This design comes from an exercise in tuning for a short achievable clock period and few clock cycles per item on the open sky130 flow, not from production work.
RTL that was checked went through simulation tests only; none was proved equivalent to the original.
Function not checked in runs 3 and 4: the RTL went through the layout flow alone.
Power figures rest on the tool's default switching activity, not on a simulated workload.

$ cat flow/constraint.sdc
create_clock -name core_clock -period 8.0 [get_ports {clk}]
set_input_delay 1.6000 -clock core_clock [delete_from_list [all_inputs] [get_ports {clk}]]
set_output_delay 1.6000 -clock core_clock [all_outputs]
set_load 0.01 [all_outputs]
$ cat flow/design.v
module rlc_decoder (
    input  wire        clk,
    input  wire        rst,           
    input  wire        arm,
    input  wire [5:0]  cfg_dw,        
    input  wire [4:0]  cfg_c,         
    input  wire [15:0] cfg_limit,     
    input  wire [6:0]  cfg_ratio,     
    output wire        idle,
    input  wire        rx_valid,
    input  wire [7:0]  rx_data,
    output wire        rx_ready,
    output wire        out_valid,
    input  wire        out_ready,
    output wire [31:0] out_data,
    output wire        out_pre,
    output wire        done,
    output wire        done_err,
    output wire [31:0] total_samples,
    output wire [31:0] delay_value
);
    localparam DEPTH = 8;
    localparam AW    = 3;
    reg         idle_q;
    reg         done_q;
    reg         err_q;
    reg         rx_ready_q;
    reg         rx_active_q;      
    reg  [5:0]  dw_q;
    reg  [4:0]  c_q;
    reg  [15:0] lim_q;
    reg  [6:0]  ratio_q;
    wire take = arm & idle_q;
    wire cfg_ok = (cfg_dw != 6'd0) && (cfg_dw <= 6'd32) && (cfg_c <= 5'd16) &&
                  (cfg_limit != 16'd0) && (cfg_ratio <= 7'd100);
    integer j;
    reg         cfg_rb1, cfg_rb2;
    always @(*) begin
        cfg_rb1 = 1'b0;
        cfg_rb2 = 1'b0;
        for (j = 0; j <= 16; j = j + 1)
            if (cfg_c == j) begin
                cfg_rb1 = (j <= 8) && ({26'd0, cfg_dw} <= 8 - j);
                cfg_rb2 = ((j > 8) || ({26'd0, cfg_dw} > 8 - j)) &&
                          ({26'd0, cfg_dw} <= 16 - j);
            end
    end
    reg         rb1_q;        
    reg         rb2_q;        
    reg  [15:0] cmask_q;      
    always @(posedge clk) begin
        if (take) begin
            rb1_q <= cfg_rb1;
            rb2_q <= cfg_rb2;
            for (j = 0; j < 16; j = j + 1)
                cmask_q[j] <= (j < cfg_c);
        end
    end
    wire [6:0]  sum_w      = {1'b0, dw_q} + {2'b00, c_q} + 7'd7;
    wire [2:0]  rb         = sum_w[5:3];                  
    wire [6:0]  dsum_w     = {1'b0, dw_q} + 7'd7;
    wire [2:0]  db         = dsum_w[5:3];                 
    wire [6:0]  rtop       = {1'b0, rb, 3'b000} - {2'b00, c_q};
    wire [6:0]  dtop       = {1'b0, db, 3'b000};
    reg  [5:0]  rl_sh_q;      
    reg  [6:0]  rtop_q, dtop_q;
    reg  [6:0]  ptop_q;       
    reg  [31:0] pmask_q;
    always @(posedge clk) begin
        rl_sh_q <= 6'd1 << (rb - 3'd2);
        rtop_q  <= rtop;
        dtop_q  <= dtop;
        ptop_q  <= (rtop_q < dtop_q) ? rtop_q : dtop_q;
        for (j = 0; j < 32; j = j + 1)
            pmask_q[j] <= (j < ptop_q);
    end
    reg  [17:0] pp0_q, pp1_q, pp2_q;    
    reg  [15:0] pp3_q;                  
    reg  [7:0]  rat_q;                  
    reg  [19:0] q0_q;
    reg  [18:0] q1_q;
    wire [23:0] dinit = {4'd0, q0_q} + {1'b0, q1_q, 4'd0};
    reg         mv1_q, mv2_q, mv3_q, m_valid_q;
    always @(posedge clk) begin
        pp0_q   <= lim_q * ratio_q[1:0];
        pp1_q   <= lim_q * ratio_q[3:2];
        pp2_q   <= lim_q * ratio_q[5:4];
        pp3_q   <= ratio_q[6] ? lim_q : 16'd0;
        rat_q   <= {1'b0, ratio_q} + 8'd100;
        q0_q    <= {2'd0, pp0_q} + {pp1_q, 2'b00};
        q1_q    <= {1'b0, pp2_q} + {1'b0, pp3_q, 2'b00};
    end
    reg  [5:0]  lane_q;       
    reg         lastb_q;      
    reg         lasts_q;      
    reg  [15:0] scnt_q;       
    reg  [15:0] w_q;          
    reg  [31:0] p_q;          
    reg  [47:0] v_q;          
    reg  [47:0] v0_q;         
    reg  [7:0]  co_q;         
    wire [47:0] cfg_v0 = 48'h0000FF << (5'd16 - cfg_c);
    reg  [7:0]  rot;
    integer b, k;
    always @(*) begin
        for (b = 0; b < 8; b = b + 1) begin
            rot[b] = 1'b0;
            for (k = 0; k < 8; k = k + 1)
                rot[b] = rot[b] | (co_q[k] & rx_data[(b + k) % 8]);
        end
    end
    wire lastb  = lastb_q;
    wire accept = rx_valid & rx_ready_q;
    wire compl  = accept & lastb;
    reg         cmpl_q;       
    reg         cmpl_last_q;  
    wire [31:0] x_data  = p_q;                   
    wire [15:0] x_code  = w_q[15:0] & cmask_q;
    wire        x_zero  = (x_code == 16'd0);
    reg  [31:0] f_data [0:DEPTH-1];
    reg  [15:0] f_code [0:DEPTH-1];
    reg         f_zero [0:DEPTH-1];
    reg         f_last [0:DEPTH-1];
    reg  [AW-1:0] wptr_q, rptr_q;
    reg  [AW:0]   cnt_q;
    wire        f_ne   = (cnt_q != 0);
    wire        h_v    = f_ne | cmpl_q;
    wire [31:0] h_data = f_ne ? f_data[rptr_q] : x_data;
    wire [15:0] h_code = f_ne ? f_code[rptr_q] : x_code;
    wire        h_zero = f_ne ? f_zero[rptr_q] : x_zero;
    wire        h_last = f_ne ? f_last[rptr_q] : cmpl_last_q;
    wire [AW+1:0] pend = {1'b0, cnt_q} + {{AW+1{1'b0}}, cmpl_q} +
                         {{AW+1{1'b0}}, (rx_ready_q & lastb)};
    wire room = (pend <= DEPTH - 1);
    reg         ov_q;
    reg  [31:0] od_q;         
    reg         opre_q;       
    reg  [31:0] od2_q;        
    reg         opre2_q;      
    reg  [15:0] rem_q;
    reg         olast_q;      
    reg         olsamp_q;     
    reg  [23:0] d_q;          
    reg         ld_q;
    reg         lpre_q;
    reg  [31:0] total_q, delay_q;
    reg  [16:0] lcp1_q;       
    wire [31:0] total_inc = total_q + {15'd0, lcp1_q};
    wire [31:0] delay_inc = delay_q + {15'd0, lcp1_q};
    reg         idle_p, done_p, rx_ready_p, ov_p;
    reg  [31:0] total_p, delay_p;
    wire pre_next = ~d_q[23] & (d_q[22:0] >= {15'd0, rat_q});   
    wire fire     = ov_q & out_ready;
    wire load     = ~ov_q | (out_ready & olast_q);
    wire ld       = load & h_v & m_valid_q;
    wire pop      = ld;         
    wire push     = cmpl_q;
    assign idle          = idle_p;
    assign rx_ready      = rx_ready_p;
    assign out_valid     = ov_p;
    assign out_data      = od_q;
    assign out_pre       = opre_q;
    assign done          = done_p;
    assign done_err      = err_q;
    assign total_samples = total_p;
    assign delay_value   = delay_p;
    always @(posedge clk) begin
        if (push) begin
            f_data[wptr_q] <= x_data;
            f_code[wptr_q] <= x_code;
            f_zero[wptr_q] <= x_zero;
            f_last[wptr_q] <= cmpl_last_q;
        end
    end
    always @(posedge clk) begin
        if (take) begin
            dw_q    <= cfg_dw;
            c_q     <= cfg_c;
            lim_q   <= cfg_limit;
            ratio_q <= cfg_ratio;
        end
        if (accept) begin
            if (lane_q[0]) w_q[7:0]   <= rx_data;
            if (lane_q[1]) w_q[15:8]  <= rx_data;
            for (j = 0; j < 32; j = j + 1)
                if (v_q[j + 16]) p_q[j] <= rot[j % 8];
            v_q <= lastb ? v0_q : {v_q[39:0], 8'd0};
        end
        if (take) begin
            v_q  <= cfg_v0;
            v0_q <= cfg_v0;
            for (j = 0; j < 8; j = j + 1)
                co_q[j] <= (cfg_c[2:0] == j);
        end
        if (ld) begin
            od2_q    <= h_data & pmask_q;
            opre2_q  <= pre_next;
            lcp1_q   <= {1'b0, h_code} + 17'd1;
        end
        lpre_q <= pre_next;
        od_q   <= ld ? (h_data & pmask_q) : od2_q;
        opre_q <= ld ? pre_next : opre2_q;
        if (!ld) begin
            od2_q   <= od_q;
            opre2_q <= opre_q;
        end
        if (ld) begin
            rem_q    <= h_code;
            olast_q  <= h_zero;
            olsamp_q <= h_last;
        end else if (fire) begin
            rem_q    <= rem_q - 16'd1;
            olast_q  <= (rem_q == 16'd1);
        end
    end
    always @(posedge clk) begin
        if (rst) begin
            idle_p     <= 1'b1;
            done_p     <= 1'b0;
            rx_ready_p <= 1'b0;
            ov_p       <= 1'b0;
            total_p    <= 32'd0;
            delay_p    <= 32'd0;
        end else if (take) begin
            idle_p     <= 1'b0;
            done_p     <= ~cfg_ok;
            rx_ready_p <= cfg_ok;
            ov_p       <= ov_q;
            total_p    <= 32'd0;
            delay_p    <= 32'd0;
        end else begin
            idle_p     <= done_q | idle_q;
            done_p     <= out_ready & olsamp_q & ov_p & olast_q;
            rx_ready_p <= rx_active_q & room & ~(rx_valid & rx_ready_p & lastb & lasts_q);
            ov_p       <= ld | (ov_q & ~(out_ready & olast_q));
            total_p    <= ld_q ? total_inc : total_q;
            delay_p    <= (ld_q & lpre_q) ? delay_inc : delay_q;
        end
    end
    always @(posedge clk) begin
        if (rst) begin
            idle_q      <= 1'b1;
            done_q      <= 1'b0;
            err_q       <= 1'b0;
            rx_ready_q  <= 1'b0;
            rx_active_q <= 1'b0;
            lane_q      <= 6'd1;
            lastb_q     <= 1'b0;
            lasts_q     <= 1'b0;
            scnt_q      <= 16'd0;
            cmpl_q      <= 1'b0;
            cmpl_last_q <= 1'b0;
            wptr_q      <= {AW{1'b0}};
            rptr_q      <= {AW{1'b0}};
            cnt_q       <= {(AW+1){1'b0}};
            ov_q        <= 1'b0;
            mv1_q       <= 1'b0;
            mv2_q       <= 1'b0;
            mv3_q       <= 1'b0;
            m_valid_q   <= 1'b0;
            ld_q        <= 1'b0;
            total_q     <= 32'd0;
            delay_q     <= 32'd0;
        end else begin
            mv1_q     <= take & cfg_ok;
            mv2_q     <= mv1_q;
            mv3_q     <= mv2_q;
            m_valid_q <= take ? 1'b0 : (m_valid_q | mv3_q);
            if (take) begin
                idle_q      <= 1'b0;
                err_q       <= ~cfg_ok;
                done_q      <= ~cfg_ok;
                rx_ready_q  <= cfg_ok;
                rx_active_q <= cfg_ok;
                lane_q      <= 6'd1;
                lastb_q     <= cfg_rb1;
                lasts_q     <= (cfg_limit == 16'd1);
                scnt_q      <= cfg_limit;
                total_q     <= 32'd0;
                delay_q     <= 32'd0;
            end else begin
                if (accept) begin
                    if (lastb) begin
                        lane_q  <= 6'd1;
                        lastb_q <= rb1_q;
                        scnt_q  <= scnt_q - 16'd1;
                        lasts_q <= (scnt_q == 16'd2);
                    end else begin
                        lane_q  <= {lane_q[4:0], 1'b0};
                        lastb_q <= lane_q[0] ? rb2_q : |(lane_q[5:1] & rl_sh_q[5:1]);
                    end
                end
                if (accept & lastb & lasts_q)
                    rx_active_q <= 1'b0;
                rx_ready_q <= rx_active_q & ~(accept & lastb & lasts_q) & room;
                if (mv3_q)
                    d_q <= dinit;
                else if (ld)
                    d_q <= d_q - 24'd100;
                ov_q   <= ld | (ov_p & ~(fire & olast_q));
                done_q <= fire & olast_q & olsamp_q;
                idle_q <= done_q | idle_p;
                total_q <= ld_q ? total_inc : total_p;
                delay_q <= (ld_q & lpre_q) ? delay_inc : delay_p;
            end
            ld_q        <= ld;
            cmpl_q      <= compl;
            cmpl_last_q <= compl & lasts_q;
            if (push)
                wptr_q <= wptr_q + 1'b1;
            if (pop)
                rptr_q <= rptr_q + 1'b1;
            cnt_q <= cnt_q + {{AW{1'b0}}, push} - {{AW{1'b0}}, pop};
        end
    end
endmodule
$ cat flow/config.mk
export PLATFORM = sky130hd
export DESIGN_NAME = rlc_decoder
export DESIGN_NICKNAME = rlc_decoder
export VERILOG_FILES = /design/flow/design.v
export SDC_FILE = /design/flow/constraint.sdc
export NUM_CORES = 4
export LEC_CHECK = 0
export ABC_CLOCK_PERIOD_IN_PS = 2500
export CAP_MARGIN = 20
export CORE_MARGIN = 2
export CORE_UTILIZATION = 40
export SETUP_SLACK_MARGIN = 5
export SLEW_MARGIN = 20
$ cat flow/flow/run.sh
#!/bin/bash
set -euo pipefail
bash standard.sh SETUP_SLACK_MARGIN=5.6 finish > orfs_make.log 2>&1
$ cat flow/standard.sh
#!/bin/bash
# synth_recipe.tcl (not shown) runs the flow's synth.tcl, then flattens the netlist and writes it again
# the make line also repeats each setting of config.mk as NAME=value (left out here)
make -C /OpenROAD-flow-scripts/flow DESIGN_CONFIG=/design/flow/config.mk WORK_HOME=/design/flow/orfs CLKGATE_MAP_FILE= SYNTH_SCRIPT=/design/flow/synth_recipe.tcl "${@:-finish}"
==> results_dict.tcl, run 1 <==
set metrics [dict create \
    portBuffers 148 \
    globalplace.congestion 0.826 \
    first_pass_iters 5 \
    dpl.hpwl_um 70400 \
    die_area_mm2 0.122 \
    cp.required_ps 8600 \
    worst_pin_slew_ps 1140 \
    htreeDepth 3 \
    cp.arrival_ps 3490 \
    internal-power_mw 10.2 \
    track_usage_pct 19.7 \
    overflow 0 \
    final_util_pct 52.7 \
    synth-seq-area-share_pct 58.9 \
    p_comb_share_pct 15.1 \
    max_slew_margin_pct 23.5 \
    hp-class "flop to flop" \
    grt_pass1_vias 31500 \
    postSynthCellCount 3887 \
    synth_top_flop_cell "edfxtp_1" \
    synth.most_common_cell "edfxtp_1" \
    clock.fmax_ghz 0.346 \
    ios 149 \
    peakVddDrop_mv 0.190 \
    synth_seq_cells 1073 \
    p_leak_nw 23.4 \
    start_kind "flop" \
    setup_tns_ps 0 \
    synth-edff-count 653 \
    netSwitchingPower_mw 3.43 \
    wire_per_inst_um 20.5 \
    cts_buffer_depth 3 \
    fp.dieH_um 349 \
    swShare_pct 25.2 \
    ys_warn_count 1 \
    hold_viol_final 0 \
    cts_sinks 1073 \
    seq_power_share_pct 46.6 \
    max-cap-violations 0 \
    antenna_found_initial 9 \
    drc 0 \
    critPathKind "flop to flop" \
    core_area_mm2 0.118 \
    ant_nets 0 \
    min_period_ps 2890 \
    r2r_slack_ps 5110 \
    syn_to_final_growth_pct 30.8 \
    cp-end-kind "flop" \
    drive_gt1_share_pct 32.9 \
    synth_area_leaders "edfxtp_1, dfxtp_1, ha_1" \
    syn_area_per_cell_um2 12.2 \
    p_per_area_mw_per_mm2 219 \
    p_clk_share_pct 38.3 \
    status "finished clean" \
    totalPowerFinal_mw 13.6 \
    reg2reg_to "total_p[24]" \
    yosys.area.top_type "edfxtp_1" \
    grt_max_degree 86 \
    async_flop_share_pct 0 \
    crit_fanout 8 \
    rows 126 \
    synth_cell_types 102 \
    rr_worst_depth 14 \
    clk_latency_ps 680 \
    setup_viol 0 \
    reg2reg_from "lcp1_q[0]" \
    grt_pass1_wl_um 187000 \
    rsz0062_at_grt "yes" \
    synth_commonest_cells "edfxtp_1, dfxtp_1, nand2_1" \
    holdCritStartpoint "pp2_q[1]" \
    die_w_um 349 \
    cts_buffers 110 \
    cts_tree "built" \
    hold_end "q1_q[1]" \
    start_util_pct 40.3 \
    worstHoldPathCells 0 \
    wl_um 124000 \
    synth_top_area_share_pct 41.2 \
    vias 32000 \
    fin_crit_sh_pct 36.1 \
    viasPerCell 5.32 \
    dr.first_iter.drc_count 2562 \
    drv_slew 0 \
    fill_cells 9722 \
    fin_nets 4623 \
    synth_area_mm2 0.0476 \
    clkTransAtPathRegs_ps 60 \
    cts-root-buf "clkbuf_16" \
    syn_nets 4122 \
    skew_ps 27.8 \
]
==> cells in the final DEF, fill, tap and decap left out, drive strengths merged, types with 8 or more instances in the layout <==
cell           count
and2             155
nor4              25
nand2b            57
nand3             71
a21o              94
clkinvlp           8
fa                10
a31oi             21
nand4             33
o21ai            237
nor2             283
nor2b             35
clkbuf           178
dfxtp            420
edfxtp           653
o31ai             13
ha               178
clkdlybuf4s15      9
o31a              11
mux2i             86
inv              109
nor3              69
or2               10
o21a              41
a211oi            34
a22oi             34
dlygate4sd2       10
clkinv            27
xor2              79
dlymetal6s2s       8
nor3b             11
nand2            288
or3               27
xnor2            155
buf              508
o21bai             8
mux4             100
a21oi            198
and3              87
==> critical path, cell delays in order (launching register included) <==
cell	delay [ps]
edfxtp_1	410
buf_4	130
buf_6	80
ha_4	130
inv_2	40
fa_2	360
nor2b_4	150
o31ai_4	80
a21o_4	240
a31oi_4	240
a211oi_4	120
nor2_2	170
nand3_4	130
or3_1	350
a21oi_1	180
==> metrics by stage <==
stage                     std cells  setup slack, ps  hold slack, ps  instance area (µm²)
final                          6021             5110             325                62200
after global routing           6017             4990             327                62200
after CTS                      5913             5050             324                60100
after detailed placement       5422             3090             315                51200
after global placement         5422             3120             314                51200
after floorplan                3887             4610             310                48800
==> registers in the layout, summed over array words and instances (netlist names), 24 cells and up, named ones only <==
register / cells
d_q: 24
delay_p: 32
delay_q: 32
f_code: 128
f_data: 256
od2_q: 32
od_q: 32
p_q: 32
pmask_q: 32
total_p: 32
total_q: 32
v0_q: 39
v_q: 48
==> area by class of cell <==
type / instances / area (µm²) / share of cell area (%)
multi-input cells: 2537 / 21900 / 35.2
diodes: 4 / 10.0 / 0.0161
clock inverters: 35 / 362 / 0.581
repair buffers: 551 / 5920 / 9.52
flip-flops and latches: 1073 / 28200 / 45.3
repair inverters: 5 / 75.1 / 0.121
well taps: 1536 / 1920 / 3.09
clock buffers: 170 / 3340 / 5.37
inverters: 110 / 508 / 0.816
==> timing repair <==
item                                   4_1_cts  5_1_grt
endpoints found under the hold margin        0        0
hold buffers                                 0        0
resized for setup                         1258      302
setup endpoints to repair                  805      716
buffers inserted                           260      100
gates cloned                                26        4
pin swaps                                  270      208
==> how the worst max path moves through the flow <==
stage | startpoint | end | slack [ps] | cells after the start
after CTS | lcp1_q[0] | delay_q[20] | 5050 | 12
final | lcp1_q[0] | total_p[24] | 5110 | 14
after global placement | arm | delay_q[13] | 3120 | 6
after floorplan | out_ready | cnt_q[1] | 4610 | 12
after detailed placement | arm | delay_q[13] | 3090 | 6
after global routing | lcp1_q[0] | total_p[24] | 4990 | 14
==> power groups by stage <==
stage,clock (mW),combinational [mW],sequential [mW]
after detailed placement,0,1.50,6.45
final,5.21,2.06,6.34
after global routing,5.51,2.24,6.36
after global placement,0,1.49,6.45
after floorplan,0,1.19,6.35
after CTS,5.30,1.83,6.33
==> logic make-up after synthesis <==
kind of cell | count (synthesis) | synth area share [%]
AO/OA/AOI/OAI | 752 | 10.0
XOR/XNOR | 234 | 4.31
adder cells (fa/ha/maj) | 188 | 5.10
buffers and inverters | 286 | 2.54
flip-flops | 1073 | 58.9
multiplexers | 192 | 6.83
other | 1 | 0.00788
AND/OR/NAND/NOR | 1161 | 12.3
==> routing by layer <==
metal | vias up | track usage (%) | part of all wire [%] | wire (µm)
li1 | 15200 | - | - | -
met1 | 15800 | 27.1 | 44 | 54600
met2 | 792 | 31.8 | 47 | 58100
met3 | 195 | 3.29 | 5.7 | 7080
met4 | 6 | 6.25 | 3.0 | 3740
met5 | - | 0 | 0.033 | 41
Testbench counts, summed over its fixed seeds: cycles 33,214, items 24,455.
==> run 2: changes to the inputs <==
--- a/flow/design.v
+++ b/flow/design.v
@@ -147,4 +147,7 @@
     reg  [16:0] lcp1_q;       
-    wire [31:0] total_inc = total_q + {15'd0, lcp1_q};
-    wire [31:0] delay_inc = delay_q + {15'd0, lcp1_q};
+    reg  [14:0] thi1_q, dhi1_q;           
+    wire [17:0] tlo = {1'b0, total_q[16:0]} + {1'b0, lcp1_q};
+    wire [17:0] dlo = {1'b0, delay_q[16:0]} + {1'b0, lcp1_q};
+    wire [31:0] total_inc = {tlo[17] ? thi1_q : total_q[31:17], tlo[16:0]};
+    wire [31:0] delay_inc = {dlo[17] ? dhi1_q : delay_q[31:17], dlo[16:0]};
     reg         idle_p, done_p, rx_ready_p, ov_p;
@@ -263,2 +266,4 @@
             delay_q     <= 32'd0;
+            thi1_q      <= 15'd1;
+            dhi1_q      <= 15'd1;
         end else begin
@@ -280,2 +285,4 @@
                 delay_q     <= 32'd0;
+                thi1_q      <= 15'd1;
+                dhi1_q      <= 15'd1;
             end else begin
@@ -304,2 +311,6 @@
                 delay_q <= (ld_q & lpre_q) ? delay_inc : delay_p;
+                if (ld_q & tlo[17])
+                    thi1_q <= thi1_q + 15'd1;
+                if (ld_q & lpre_q & dlo[17])
+                    dhi1_q <= dhi1_q + 15'd1;
             end
==> run 2 against run 1 <==
  * Sequential power increased by 3%
  * Still clean on timing, DRC and antenna
  * Highest routed layer unchanged
  * Sequential cell count increased by 30
  * Power increased by 1.7%
  * Synthesized cell count increased by 3.4%
  * Largest power group unchanged
  * Largest cell class unchanged
  * Critical path type unchanged
==> results_dict.tcl, run 2 <==
set metrics [dict create \
    ant_nets 0 \
    seq_area_mm2 0.0288 \
    placedCellCount 5624 \
    viasPerCell 5.39 \
    async_flop_share_pct 0 \
    synth_top_flop_cell "edfxtp_1" \
    multi_input_area_mm2 0.0227 \
    min_period_ps 2820 \
    fill_cells 9882 \
    drv_slew 0 \
    yosys.area.top_type "edfxtp_1" \
    overflow 0 \
    fp.dieH_um 352 \
    globalplace.congestion 0.823 \
    clock.fmax_ghz 0.355 \
    synth-edff-count 653 \
    holdCritStartpoint "pp0_q[1]" \
    syn_nets 4258 \
    synth.most_common_cell "edfxtp_1" \
    portBuffers 148 \
    ys_warn_count 1 \
    peakVddDrop_mv 0.170 \
    setup_tns_ps 0 \
    worst_pin_slew_ps 882 \
    skew_ps 23.2 \
    final_util_pct 53.3 \
    final_cells 6231 \
    start_kind "flop" \
    hold_end "q0_q[1]" \
    cts-root-buf "clkbuf_16" \
    start_util_pct 40.3 \
    first_pass_iters 5 \
    cts_buffer_depth 3 \
    hold_buffers 0 \
    wl_um 132000 \
    top_regs "f_data (256), f_code (128), v_q (48)" \
    max_slew_margin_pct 41.2 \
    synth-seq-area-share_pct 59.1 \
    die_area_mm2 0.124 \
    syn_to_final_growth_pct 32.2 \
    worstHoldPathCells 0 \
    setup_viol 0 \
    htreeDepth 3 \
    timing.final.ws_setup_ps 5180 \
    synth_cell_types 85 \
    hold_viol_final 0 \
    clkTransAtPathRegs_ps 60 \
    path_cells "and2_1 -> ha_4 -> and2_1 -> a311o_1 -> o311ai_2 -> a311oi_2 -> o21a_1 -> o21a_1 -> a311o_1" \
    cp-end-kind "flop" \
    cp.arrival_ps 3400 \
    crit_fanout 6 \
    placed_area_mm2 0.0522 \
    reg2reg_from "ratio_q[2]" \
    grt_pass1_vias 32700 \
    reg2reg_to "pp1_q[16]" \
    final_cell_mix "edfxtp_1, dfxtp_1, nand2_1" \
    p_per_area_mw_per_mm2 216 \
    clk_latency_ps 700 \
    dr.first_iter.drc_count 2562 \
    syn_area_per_cell_um2 12.0 \
    hp-class "flop to flop" \
    regMostFlops "f_data" \
    fin_nets 4754 \
    vias 33600 \
    ios 149 \
    synth_area_leaders "edfxtp_1, dfxtp_1, ha_1" \
    p_leak_nw 24.0 \
    max-cap-violations 0 \
    drc 0 \
    core_area_mm2 0.120 \
    fin_area_mm2 0.0639 \
    wire_per_inst_um 21.2 \
    grt_pass1_wl_um 195000 \
    final_common_cell "edfxtp_1" \
    antenna_found_initial 9 \
    die_w_um 352 \
    fin_crit_sh_pct 35.3 \
    synth_top_area_share_pct 40.5 \
    synth_seq_cells 1103 \
    drive_gt1_share_pct 34.4 \
    max_stage_delay_ps 550 \
    rsz0062_at_grt "yes" \
    cp.required_ps 8580 \
    dpl.hpwl_um 72700 \
    r2r_slack_ps 5180 \
    critPathKind "flop to flop" \
    rows 127 \
    largest_reg_flops 256 \
    dp_slack_ps 3090 \
    cts_sinks 1103 \
    synth_area_mm2 0.0484 \
    synth_commonest_cells "edfxtp_1, dfxtp_1, nand2_1" \
    cts_buffers 114 \
    cp_slowest_cell "edfxtp_1" \
    rr_worst_depth 9 \
    track_usage_pct 20.5 \
    status "finished clean" \
    grt_max_degree 64 \
    postSynthCellCount 4021 \
    cts_tree "built" \
]
-- run 2: cell types whose count changed after synthesis, sizes merged, moves of 14 or more --
cell and delta:
a21oi +30, xnor2 -41, o221ai +14, nand2 +79, mux2i +16, nand2b -32, o21ai -23, dfxtp +30
-- run 2: report_power, final --
group | leakage, nW | internal [mW] | switching, mW
Sequential | 9.73 | 6.31 | 0.210
Combinational | 12.5 | 0.870 | 1.08
Clock | 1.84 | 3.12 | 2.26
Total | 24.0 | 10.3 | 3.54
-- run 2: cell families (layout without fill, tap and decap cells) --
| kind of cell | Yosys count | in the layout | synth area share [%] |
|---|---|---|---|
| buf+inv | 303 | 882 | 2.54 |
| xor+xnor | 191 | 191 | 3.46 |
| simple gates | 1228 | 1241 | 12.4 |
| fa+ha+maj | 190 | 190 | 5.07 |
| other cells | 1 | 3 | 0.00775 |
| compound gates | 798 | 802 | 10.4 |
| flops | 1103 | 1103 | 59.1 |
| mux | 207 | 207 | 6.88 |
-- run 2: critical path, delay by kind of cell (launching register included) --
kind	cells	cell delay, ps
flops	1	550
compound gates	6	1520
fa+ha+maj	1	230
simple gates	2	410
-- run 2: metrics by stage --
step | power (mW) | hold slack (ps)
2_1_floorplan | 7.65 | 310
3_3_place_gp | 8.08 | 316
3_5_place_dp | 8.09 | 316
4_1_cts | 13.7 | 327
5_1_grt | 14.4 | 336
6_report | 13.8 | 324
-- run 2: timing repair --
| item | CTS | global route |
|---|---|---|
| pin swaps | 268 | 235 |
| endpoints found under the setup margin | 860 | 815 |
| buffers inserted | 233 | 115 |
| gates resized for setup | 1281 | 397 |
| gates cloned | 33 | 8 |
-- run 2: worst max-delay path by stage --
stage                     startpoint         to  cells past startpoint  slack [ps]
after floorplan             cfg_c[1]      rb2_q                     13        4510
final                     ratio_q[2]  pp1_q[16]                      9        5180
after global placement      cfg_c[2]    v_q[12]                      9        3080
after detailed placement    cfg_c[2]    v_q[12]                      9        3090
after global routing      ratio_q[2]  pp1_q[16]                     11        5020
after CTS                     done_p       done                      1        5130
-- run 2: layer usage --
metal | global-route usage [%] | wire length [µm] | share of wire (%) | up-vias
met4 | 6.09 | 3260 | 2.5 | 6
met3 | 2.89 | 7360 | 5.6 | 198
met5 | 0 | 40 | 0.030 | -
met2 | 33.6 | 63200 | 48 | 911
met1 | 28.4 | 58200 | 44 | 16700
li1 | - | - | - | 15800
-- run 2: final cells by class --
cell class	count	area share, %
clock inverters	65	1.02
repair buffers	546	9.47
multi-input cells	2632	35.5
inverters	116	0.849
clock buffers	151	4.91
flip-flops and latches	1103	45.0
diodes	2	0.00783
repair inverters	4	0.0704
well taps	1612	3.15
Testbench counts of run 2, summed over its fixed seeds: cycles 33,214, items 24,455.
==> run 3: changes to the inputs <==
--- a/flow/design.v
+++ b/flow/design.v
@@ -35,21 +35,6 @@
                   (cfg_limit != 16'd0) && (cfg_ratio <= 7'd100);
-    integer j;
-    reg         cfg_rb1, cfg_rb2;
-    always @(*) begin
-        cfg_rb1 = 1'b0;
-        cfg_rb2 = 1'b0;
-        for (j = 0; j <= 16; j = j + 1)
-            if (cfg_c == j) begin
-                cfg_rb1 = (j <= 8) && ({26'd0, cfg_dw} <= 8 - j);
-                cfg_rb2 = ((j > 8) || ({26'd0, cfg_dw} > 8 - j)) &&
-                          ({26'd0, cfg_dw} <= 16 - j);
-            end
-    end
-    reg         rb1_q;        
-    reg         rb2_q;        
     reg  [15:0] cmask_q;      
+    integer j;
     always @(posedge clk) begin
         if (take) begin
-            rb1_q <= cfg_rb1;
-            rb2_q <= cfg_rb2;
             for (j = 0; j < 16; j = j + 1)
@@ -58,2 +43,5 @@
     end
+    wire [6:0]  dc_sum     = {1'b0, dw_q} + {2'b00, c_q};
+    wire        rb1        = (dc_sum <= 7'd8);                    
+    wire        rb2        = (dc_sum > 7'd8) && (dc_sum <= 7'd16);  
     wire [6:0]  sum_w      = {1'b0, dw_q} + {2'b00, c_q} + 7'd7;
@@ -94,2 +82,3 @@
     reg         lastb_q;      
+    reg         first_q;      
     reg         lasts_q;      
@@ -111,3 +100,3 @@
     end
-    wire lastb  = lastb_q;
+    wire lastb  = first_q ? rb1 : lastb_q;
     wire accept = rx_valid & rx_ready_q;
@@ -131,5 +120,4 @@
     wire        h_last = f_ne ? f_last[rptr_q] : cmpl_last_q;
-    wire [AW+1:0] pend = {1'b0, cnt_q} + {{AW+1{1'b0}}, cmpl_q} +
-                         {{AW+1{1'b0}}, (rx_ready_q & lastb)};
-    wire room = (pend <= DEPTH - 1);
+    wire [AW:0] pend = cnt_q + {{AW{1'b0}}, cmpl_q};
+    wire room = (pend <= DEPTH - 2);
     reg         ov_q;
@@ -147,7 +135,4 @@
     reg  [16:0] lcp1_q;       
-    reg  [14:0] thi1_q, dhi1_q;           
-    wire [17:0] tlo = {1'b0, total_q[16:0]} + {1'b0, lcp1_q};
-    wire [17:0] dlo = {1'b0, delay_q[16:0]} + {1'b0, lcp1_q};
-    wire [31:0] total_inc = {tlo[17] ? thi1_q : total_q[31:17], tlo[16:0]};
-    wire [31:0] delay_inc = {dlo[17] ? dhi1_q : delay_q[31:17], dlo[16:0]};
+    wire [31:0] total_inc = total_q + {15'd0, lcp1_q};
+    wire [31:0] delay_inc = delay_q + {15'd0, lcp1_q};
     reg         idle_p, done_p, rx_ready_p, ov_p;
@@ -251,2 +236,3 @@
             lastb_q     <= 1'b0;
+            first_q     <= 1'b0;
             lasts_q     <= 1'b0;
@@ -266,4 +252,2 @@
             delay_q     <= 32'd0;
-            thi1_q      <= 15'd1;
-            dhi1_q      <= 15'd1;
         end else begin
@@ -280,3 +264,4 @@
                 lane_q      <= 6'd1;
-                lastb_q     <= cfg_rb1;
+                lastb_q     <= 1'b0;
+                first_q     <= 1'b1;
                 lasts_q     <= (cfg_limit == 16'd1);
@@ -285,9 +270,8 @@
                 delay_q     <= 32'd0;
-                thi1_q      <= 15'd1;
-                dhi1_q      <= 15'd1;
             end else begin
                 if (accept) begin
+                    first_q <= 1'b0;
                     if (lastb) begin
                         lane_q  <= 6'd1;
-                        lastb_q <= rb1_q;
+                        lastb_q <= rb1;
                         scnt_q  <= scnt_q - 16'd1;
@@ -296,3 +280,3 @@
                         lane_q  <= {lane_q[4:0], 1'b0};
-                        lastb_q <= lane_q[0] ? rb2_q : |(lane_q[5:1] & rl_sh_q[5:1]);
+                        lastb_q <= lane_q[0] ? rb2 : |(lane_q[5:1] & rl_sh_q[5:1]);
                     end
@@ -311,6 +295,2 @@
                 delay_q <= (ld_q & lpre_q) ? delay_inc : delay_p;
-                if (ld_q & tlo[17])
-                    thi1_q <= thi1_q + 15'd1;
-                if (ld_q & lpre_q & dlo[17])
-                    dhi1_q <= dhi1_q + 15'd1;
             end
--- a/flow/config.mk
+++ b/flow/config.mk
@@ -7,3 +7,3 @@
 export LEC_CHECK = 0
-export ABC_CLOCK_PERIOD_IN_PS = 2500
+export ABC_CLOCK_PERIOD_IN_PS = 1800
 export CAP_MARGIN = 20
==> run 3 against run 2 <==
  * Still clean
  * Power down 4.4%
  * Clock-buffer cell count up 6
  * Synthesized area down 2.7%
  * Global-route usage down 0.099 points
  * Sequential share of layout area up 0.52 points
  * Synthesized cell count down 3.0%
  * Die area down 2.7%
  * Via count down 3.3%
  * Critical endpoint is now v_q[47]
==> results_dict.tcl, run 3 <==
set metrics [dict create \
    synth_compound_area_share_pct 10.4 \
    synth.area.mux_share_pct 6.63 \
    synth_commonest_cells "edfxtp_1, dfxtp_1, nor2_1" \
    largest_reg_flops 256 \
    synth_top_family_by_area "simple AND/OR/NAND/NOR gates" \
    final_common_cell "edfxtp_1" \
    p_leak_nw 23.2 \
    fp.dieH_um 347 \
    grt_busiest_layer "met2" \
    yosys.area.top_type "edfxtp_1" \
    wire_per_inst_um 21.5 \
    hold_buffers 0 \
    p_per_area_mw_per_mm2 214 \
    final_cell_mix "edfxtp_1, dfxtp_1, nand2_1" \
    fin_crit_sh_pct 39.5 \
    crit_fanout 6 \
    ant_nets 0 \
    fill_cells 9584 \
    vias 32500 \
    clk_latency_ps 720 \
    regMostFlops "f_data" \
    drive_gt1_share_pct 32.9 \
    setup_tns_ps 0 \
    synth_area_leaders "edfxtp_1, dfxtp_1, ha_1" \
    groute.layer.met2.usage_pct 32.9 \
    portBuffers 148 \
    postSynthCellCount 3902 \
    wl_um 129000 \
    antenna_found_initial 3 \
    synthXorXnorAreaFrac_pct 4.00 \
    core_area_mm2 0.117 \
    cts_buffers 113 \
    clkTransAtPathRegs_ps 60 \
    syn_area_per_cell_um2 12.1 \
    worst_pin_slew_ps 1050 \
    ys_warn_count 1 \
    fin_nets 4612 \
    critPathKind "flop to flop" \
    overflow 0 \
    min_period_ps 3160 \
    max_stage_delay_ps 540 \
    ios 149 \
    cts-root-buf "clkbuf_16" \
    num_antenna_cells 0 \
    max_slew_margin_pct 29.0 \
    rsz0062_at_grt "yes" \
    cp-end-kind "flop" \
    skew_ps 41.2 \
    track_usage_pct 20.4 \
    hold_ws_ps 326 \
    dr.first_iter.drc_count 2471 \
    peakVddDrop_mv 0.183 \
    r2r_slack_ps 4840 \
    syn_to_final_growth_pct 31.3 \
    setup_viol 0 \
    clock.fmax_ghz 0.317 \
    synth_adder_area_share_pct 4.98 \
    cts_buffer_depth 3 \
    crit_start "dw_q[0]" \
    hp-class "flop to flop" \
    synth_top_flop_cell "edfxtp_1" \
    grt_max_degree 96 \
    start_util_pct 40.4 \
    htreeDepth 3 \
    synth-seq-area-share_pct 59.4 \
    synth_area_mm2 0.0471 \
    use_met1_pct 28.7 \
    cts_sinks 1072 \
    cp.required_ps 8470 \
    holdCritStartpoint "pp2_q[1]" \
    synth_cell_types 77 \
    top_regs "f_data (256), f_code (128), v_q (48)" \
    first_pass_iters 6 \
    cp_slowest_cell "o41a_4" \
    grt_pass1_vias 31600 \
    synth.most_common_cell "edfxtp_1" \
    synth_top_area_share_pct 41.5 \
    synth-edff-count 651 \
    status "finished clean" \
    async_flop_share_pct 0 \
    multi_input_area_mm2 0.0220 \
    path_cells "ha_2 -> inv_2 -> fa_2 -> nor2b_1 -> o21a_1 -> or4b_1 -> o31a_1 -> o41a_4 -> buf_8 -> buf_12 -> buf_16 -> and3_1" \
    die_area_mm2 0.120 \
    cp.arrival_ps 3630 \
    hold_viol_final 0 \
    die_w_um 347 \
    synthSimpleGateAreaFrac_pct 12.3 \
    seq_area_mm2 0.0282 \
    drv_slew 0 \
    globalplace.congestion 0.848 \
    rows 125 \
    cts_tree "built" \
    drc 0 \
    use_met3_pct 3.01 \
    grt_pass1_wl_um 190000 \
    synth_seq_cells 1072 \
    start_kind "flop" \
    viasPerCell 5.41 \
    reg2reg_from "dw_q[0]" \
    syn_nets 4131 \
    dpl.hpwl_um 73500 \
    max-cap-violations 0 \
]
[run 3: changes by cell type after synthesis, moves of 15 or more]
| cell | change |
|---|---|
| nand2_1 | -66 |
| nor2_1 | +30 |
| dfxtp_1 | -29 |
| xnor2_1 | +27 |
| and2_1 | -19 |
| buf_2 | -15 |
| o221ai_1 | -15 |
| o31ai_1 | -15 |
[run 3: cell families after synthesis]
| logic type | Yosys count |
|---|---|
| mux | 201 |
| flops | 1072 |
| compound gates | 782 |
| other cells | 1 |
| xor+xnor | 215 |
| fa+ha+maj | 182 |
| buf+inv | 280 |
| simple gates | 1169 |
[run 3: report_power, final]
part           switching, mW  leakage (nW)  internal [mW]
logic                  0.982          11.9          0.788
clock network           2.24          1.83           2.89
registers              0.197          9.47           6.14
total                   3.42          23.2           9.82
[run 3: final cells by class]
class	instances	share of cell area, %
Clock buffer	157	5.20
Clock inverter	55	0.761
Inverter	106	0.771
Multi-Input combinational cell	2564	35.6
Sequential cell	1072	45.5
Tap cell	1524	3.08
Timing Repair Buffer	520	8.91
Timing Repair inverter	6	0.117
[run 3: repair_timing]
action | in CTS | in global routing
hold endpoints to repair | 0 | 0
setup endpoints to repair | 825 | 624
pin swaps | 186 | 227
setup buffers | 234 | 93
resized for setup | 1135 | 367
gates cloned | 29 | 10
[run 3: final timing paths]
kind                                 to  depth (start not counted)
worst max-delay path            v_q[47]                         12
worst max register to register  v_q[47]                         12
worst min-delay path            q1_q[1]                          0
worst min register to register  q1_q[1]                          0
[run 3: layer usage]
| layer | vias to the layer above | routed length (µm) | part of all wire (%) |
|---|---|---|---|
| met5 | - | 0 | 0 |
| met2 | 900 | 60200 | 47 |
| li1 | 15300 | - | - |
| met1 | 16100 | 58300 | 45 |
| met3 | 177 | 7390 | 5.7 |
| met4 | 0 | 3320 | 2.6 |
[run 3: per-stage QoR]
stage | util, % | power, mW | cells | setup WS (ps) | area (µm²)
4_1_cts | 50.9 | 13.1 | 5901 | 4870 | 59300
3_3_place_gp | 43.7 | 7.84 | 5426 | 3460 | 50900
3_5_place_dp | 43.7 | 7.86 | 5426 | 3410 | 50900
5_1_grt | 53.1 | 13.7 | 6004 | 4770 | 61800
6_report | 53.1 | 13.2 | 6004 | 4840 | 61800
2_1_floorplan | - | 7.44 | 3902 | 4820 | 48500
[run 3: worst max-delay path: cells and delay by family (launching register included)]
kind                     cells  cell delay (ps)
flip-flops                   1              400
adder cells (fa/ha/maj)      2              410
AO/OA/AOI/OAI                3              900
AND/OR/NAND/NOR              3              700
buffers and inverters        4              510
==> run 4: changes to the inputs <==
--- a/flow/config.mk
+++ b/flow/config.mk
@@ -7,3 +7,3 @@
 export LEC_CHECK = 0
-export ABC_CLOCK_PERIOD_IN_PS = 1800
+export ABC_CLOCK_PERIOD_IN_PS = 2500
 export CAP_MARGIN = 20
==> run 4 against run 3 <==
  * Core utilization stayed put
  * Highest routed layer unchanged
  * Synthesized area is the same
  * Critical path type unchanged
  * Clock power about the same
  * First-iteration DRC count unchanged
  * Setup slack stayed put
  * Sequential cell count unchanged
  * Sequential share of layout area did not move
==> results_dict.tcl, run 4 <==
set metrics [dict create \
    rows 125 \
    synth_seq_cells 1072 \
    track_usage_pct 20.4 \
    hold_buffers 0 \
    wire_per_inst_um 21.5 \
    p_leak_nw 23.2 \
    final_cell_mix "edfxtp_1, dfxtp_1, nand2_1" \
    cp.required_ps 8470 \
    antenna_found_initial 3 \
    critPathKind "flop to flop" \
    synth-seq-area-share_pct 59.4 \
    skew_ps 41.2 \
    start_kind "flop" \
    cp.arrival_ps 3630 \
    cp-end-kind "flop" \
    netSwitchingPower_mw 3.42 \
    vias 32500 \
    min_period_ps 3160 \
    synth-edff-count 651 \
    wl_um 129000 \
    fin_nets 4612 \
    p_per_area_mw_per_mm2 214 \
    fin_crit_sh_pct 39.5 \
    drv_slew 0 \
    cts_tree "built" \
    syn_to_final_growth_pct 31.3 \
    clkTransAtPathRegs_ps 60 \
    synth_top_flop_cell "edfxtp_1" \
    portBuffers 148 \
    dr.first_iter.drc_count 2471 \
    p_clk_share_pct 38.7 \
    use_met3_pct 3.01 \
    syn_area_per_cell_um2 12.1 \
    cts_buffers 113 \
    r2r_slack_ps 4840 \
    drive_gt1_share_pct 32.9 \
    synth.most_common_cell "edfxtp_1" \
    viasPerCell 5.41 \
    hold_ws_ps 326 \
    largest_reg_flops 256 \
    htreeDepth 3 \
    placed_area_mm2 0.0509 \
    synth_top_area_share_pct 41.5 \
    grt_busiest_layer "met2" \
    cts_buffer_depth 3 \
    p_comb_share_pct 13.4 \
    swShare_pct 25.8 \
    synth_commonest_cells "edfxtp_1, dfxtp_1, nor2_1" \
    cts_sinks 1072 \
    drc 0 \
    yosys.area.top_type "edfxtp_1" \
    use_met1_pct 28.7 \
    crit_fanout 6 \
    num_antenna_cells 0 \
    rsz0062_at_grt "yes" \
    setup_tns_ps 0 \
    fin_area_mm2 0.0618 \
    fp.dieH_um 347 \
    seq_power_share_pct 47.9 \
    status "finished clean" \
    ios 149 \
    internal-power_mw 9.82 \
    grt_max_degree 96 \
    top_regs "f_data (256), f_code (128), v_q (48)" \
    grt_pass1_wl_um 190000 \
    groute.layer.met2.usage_pct 32.9 \
    dpl.hpwl_um 73500 \
    start_util_pct 40.4 \
    die_area_mm2 0.120 \
    postSynthCellCount 3902 \
    synth_area_mm2 0.0471 \
    overflow 0 \
    die_w_um 347 \
    clk_latency_ps 720 \
    final_common_cell "edfxtp_1" \
    cts-root-buf "clkbuf_16" \
    ys_warn_count 1 \
    core_area_mm2 0.117 \
    hp-class "flop to flop" \
    clock.fmax_ghz 0.317 \
    peakVddDrop_mv 0.183 \
    ant_nets 0 \
    hold_viol_final 0 \
    async_flop_share_pct 0 \
    synth_area_leaders "edfxtp_1, dfxtp_1, ha_1" \
    max_slew_margin_pct 29.0 \
    synth_cell_types 77 \
    setup_viol 0 \
    grt_pass1_vias 31600 \
    first_pass_iters 6 \
    worst_pin_slew_ps 1050 \
    syn_nets 4131 \
    globalplace.congestion 0.848 \
    max-cap-violations 0 \
    regMostFlops "f_data" \
]
## run 4: cell counts in the layout (fill, tap and decap cells not counted)
No cell type changed its count.
## run 4: logic make-up (layout without fill, tap and decap cells)
logic type / Yosys count / in the layout / synth area share, %
DFF: 1072 / 1072 / 59.4
adders and majority gates: 182 / 182 / 4.98
muxes: 201 / 201 / 6.63
and+or+nand+nor: 1169 / 1179 / 12.3
AOI/OAI and AO/OA: 782 / 786 / 10.4
buffers and inverters: 280 / 844 / 2.29
xor gates and xnor gates: 215 / 215 / 4.00
other: 1 / 1 / 0.00797
## run 4: power groups by stage
| stage | registers [mW] | logic (mW) | clock network [mW] |
|---|---|---|---|
| 2_1_floorplan | 6.35 | 1.09 | 0 |
| 3_3_place_gp | 6.45 | 1.39 | 0 |
| 3_5_place_dp | 6.46 | 1.40 | 0 |
| 4_1_cts | 6.33 | 1.61 | 5.21 |
| 5_1_grt | 6.36 | 1.94 | 5.43 |
| 6_report | 6.34 | 1.77 | 5.13 |
## run 4: cell type report
cell class	instances	area, µm²
timing repair buffer	520	5510
multi-input combinational	2564	22000
timing repair inverter	6	72.6
sequential	1072	28200
clock inverter	55	470
clock buffer	157	3210
inverter	106	477
fill	9584	54700
tap	1524	1910
## run 4: worst max-delay path, cell delays in order, from the launching register on
cell,delay (ps)
edfxtp_1,400
ha_2,220
inv_2,60
fa_2,190
nor2b_1,50
o21a_1,180
or4b_1,510
o31a_1,180
o41a_4,540
buf_8,170
buf_12,140
buf_16,140
and3_1,140
## run 4: per-layer routing
layer	part of all wire (%)	routed length (µm)
met1	45	58300
met2	47	60200
met3	5.7	7390
met4	2.6	3320
met5	0	0
## run 4: through the flow
step,total power [mW],utilization (%),instances,setup slack (ps)
3_3_place_gp,7.84,43.7,5426,3460
4_1_cts,13.1,50.9,5901,4870
6_report,13.2,53.1,6004,4840
5_1_grt,13.7,53.1,6004,4770
2_1_floorplan,7.44,-,3902,4820
3_5_place_dp,7.86,43.7,5426,3410
## run 4: path summary, 6_finish.rpt
kind,startpoint,endpoint,cells past startpoint
setup reg to reg,dw_q[0],v_q[47],12
setup / recovery,dw_q[0],v_q[47],12
hold reg to reg,pp2_q[1],q1_q[1],0
hold / removal,pp2_q[1],q1_q[1],0
## run 4: what timing repair did
action | CTS | global route
cloned | 29 | 10
resized for setup | 1135 | 367
pin swaps | 186 | 227
endpoints found under the setup margin | 825 | 624
buffers inserted | 234 | 93

## separate check: timing with driven ports
In the flow no input, the clock included, has a driving cell. The finished layouts below were timed again as built, in two steps. Step 1: set_driving_cell puts a clkbuf_16 on clk and a buf_2 on each other input, an assumption about the parent block. Step 2 also shifts input and output timing later by t, the mid clock arrival at the registers, as if the neighbouring blocks saw the same clock. Slacks: no drivers / after step 1 / after step 2; pairs: no drivers / after step 1.
run | shift t [ns] | setup slack, ns | latest minus earliest clock arrival (ns)
run 1 | 0.734 | 5.110 / 5.110 / 4.484 | 0.030 / 0.030
run 2 | 0.752 | 5.180 / 5.119 / 4.490 | 0.030 / 0.029
run 3 | 0.766 | 4.842 / 4.842 / 4.320 | 0.046 / 0.046
run 4 | 0.766 | 4.842 / 4.842 / 4.320 | 0.046 / 0.046
After both steps every run listed still meets setup and hold. For run 2, which loses most, drivers alone change the setup slack by -0.061 ns; drivers and shift together by -0.690 ns.
